Source: an optimization exercise on an open RTL-to-GDS flow (aim: small area, a short achievable clock period and few clock cycles per item). Production flows keep margins and buffers that such runs may drop.
In this exercise RTL edits were held to simulation tests only and were not proved equivalent to the original.

== job 2608 ==
## yuv2rgb
module yuv2rgb (
    input  wire       clk,
    input  wire       rst,
    input  wire       in_valid,
    output wire       in_ready,
    input  wire [7:0] in_y,
    input  wire [7:0] in_u,
    input  wire [7:0] in_v,
    output wire       out_valid,
    input  wire       out_ready,
    output wire [7:0] out_r,
    output wire [7:0] out_g,
    output wire [7:0] out_b,
    output wire [7:0] out_luma
);
Settings: LEC_CHECK=0, CAP_MARGIN=20, CORE_MARGIN=2, CORE_UTILIZATION=40, SLEW_MARGIN=20, SYNTH_HIERARCHICAL=1, SYNTH_MINIMUM_KEEP_SIZE=0, TNS_END_PERCENT=10; clock period 16.0 ns.
standard.sh (not shown) runs the stock make flow with config.mk's settings and CLKGATE_MAP_FILE= SYNTH_SCRIPT=/design/flow/synth_recipe.tcl, a recipe that flattens the netlist after the stock synthesis.
==> flow/flow/run.sh <==
#!/bin/bash
# Standard ORFS layout (the standard.sh) with two changes in how it is made:
#  - the port buffers buffer_ports inserts are sky130_fd_sc_hd__buf_1 cells
#    (every input and output port still gets its own buffer);
#  - timing repair is asked to leave 11.0 ns of setup slack at the design's
#    16 ns clock, so the resizer works on the critical paths.
# Clock period, I/O constraints and all other steps are the standard ones.
set -euo pipefail
export BUFFER_PORTS_ARGS="-buffer_cell sky130_fd_sc_hd__buf_1"
bash standard.sh SETUP_SLACK_MARGIN=11.75 finish > standard_flow.log 2>&1
Testbench counts of job 2608, summed over its fixed seeds: cycles 16,024, items 16,000.
What job 6448 does differently from job 2608 at the input level:
--- a/flow/flow/run.sh
+++ b/flow/flow/run.sh
@@ -9,2 +9,2 @@
 export BUFFER_PORTS_ARGS="-buffer_cell sky130_fd_sc_hd__buf_1"
-bash standard.sh SETUP_SLACK_MARGIN=11.75 finish > standard_flow.log 2>&1
+bash standard.sh SETUP_SLACK_MARGIN=11.7 finish > standard_flow.log 2>&1
- Run comparison: job 6448 kind of critical path reg -> reg; job 2608 kind of critical path in -> reg
Input changes introduced in job 8706 (baseline for comparison: job 6448):
--- a/flow/flow/run.sh
+++ b/flow/flow/run.sh
@@ -9,2 +9,2 @@
 export BUFFER_PORTS_ARGS="-buffer_cell sky130_fd_sc_hd__buf_1"
-bash standard.sh SETUP_SLACK_MARGIN=11.7 finish > standard_flow.log 2>&1
+bash standard.sh SETUP_SLACK_MARGIN=11.8 finish > standard_flow.log 2>&1
==> summary.txt <==
Job 6448 ended up with s3_l[5] as its endpoint of the worst setup timing path; job 8706 ended up with s3_l[4].
Post-CTS repair timing setup buffer count ends up higher on job 8706.
Job 8706 did not stop at any stage, and its layout met the timing, DRC and antenna checks.
Going from job 6448 to job 8706, post-CTS resize count grows by 14.
[inputs] job 5874 vs job 8706
--- a/flow/flow/run.sh
+++ b/flow/flow/run.sh
@@ -9,2 +9,2 @@
 export BUFFER_PORTS_ARGS="-buffer_cell sky130_fd_sc_hd__buf_1"
-bash standard.sh SETUP_SLACK_MARGIN=11.8 finish > standard_flow.log 2>&1
+bash standard.sh SETUP_SLACK_MARGIN=11.95 finish > standard_flow.log 2>&1
[summary]
- Summary of job 5874 over job 8706: boundary pin count shows no meaningful change, time the worst path needs with I/O delays and setup shows an increase of 0.021 ns.
- The last element of the critical path comes out s3_l[4] in one run and s3_b[1] in the other, namely in job 8706 and job 5874 respectively.
- Compared job 8706 against job 5874; average via count per standard cell within noise.
- Basic-gate share of the synthesized area counting and, or, nand and nor cells came out exactly the same in job 5874 and job 8706.
- There was hardly any difference in sequential share of layout area between job 8706 and job 5874.
- Comparing the two runs side by side, job 5874 comes out behind job 8706 on wire length.
- Job 8706 vs job 5874, cell with the largest stage delay on the worst path: sky130_fd_sc_hd__fa_1 vs sky130_fd_sc_hd__clkinvlp_4

## static timing again, ports no longer ideal
The results above use ideal ports. As a check the final layouts listed here were re-extracted and re-timed, cells and wires unchanged. Step 1 assumes that a clkbuf_16 drives the clock port and a buf_2 every other input. Step 2 adds t to the input delays and takes it off the output delays; t is the mean of the earliest and latest rising clock arrival at the registers after step 1. Input paths then give back, and output paths get back, about the clock's delay inside the block. Slacks: ideal / step 1 / step 2; pairs: ideal / step 1.
run	t, ns	setup WS [ns]	worst setup path at the end
job 2608	0.400	11.728 / 11.731 / 11.354	input to register
job 6448	0.401	11.720 / 11.720 / 11.359	input to register
job 8706	0.400	11.733 / 11.733 / 11.387	input to register
job 5874	0.401	11.712 / 11.736 / 11.338	input to register
After both steps every run listed still meets setup and hold.
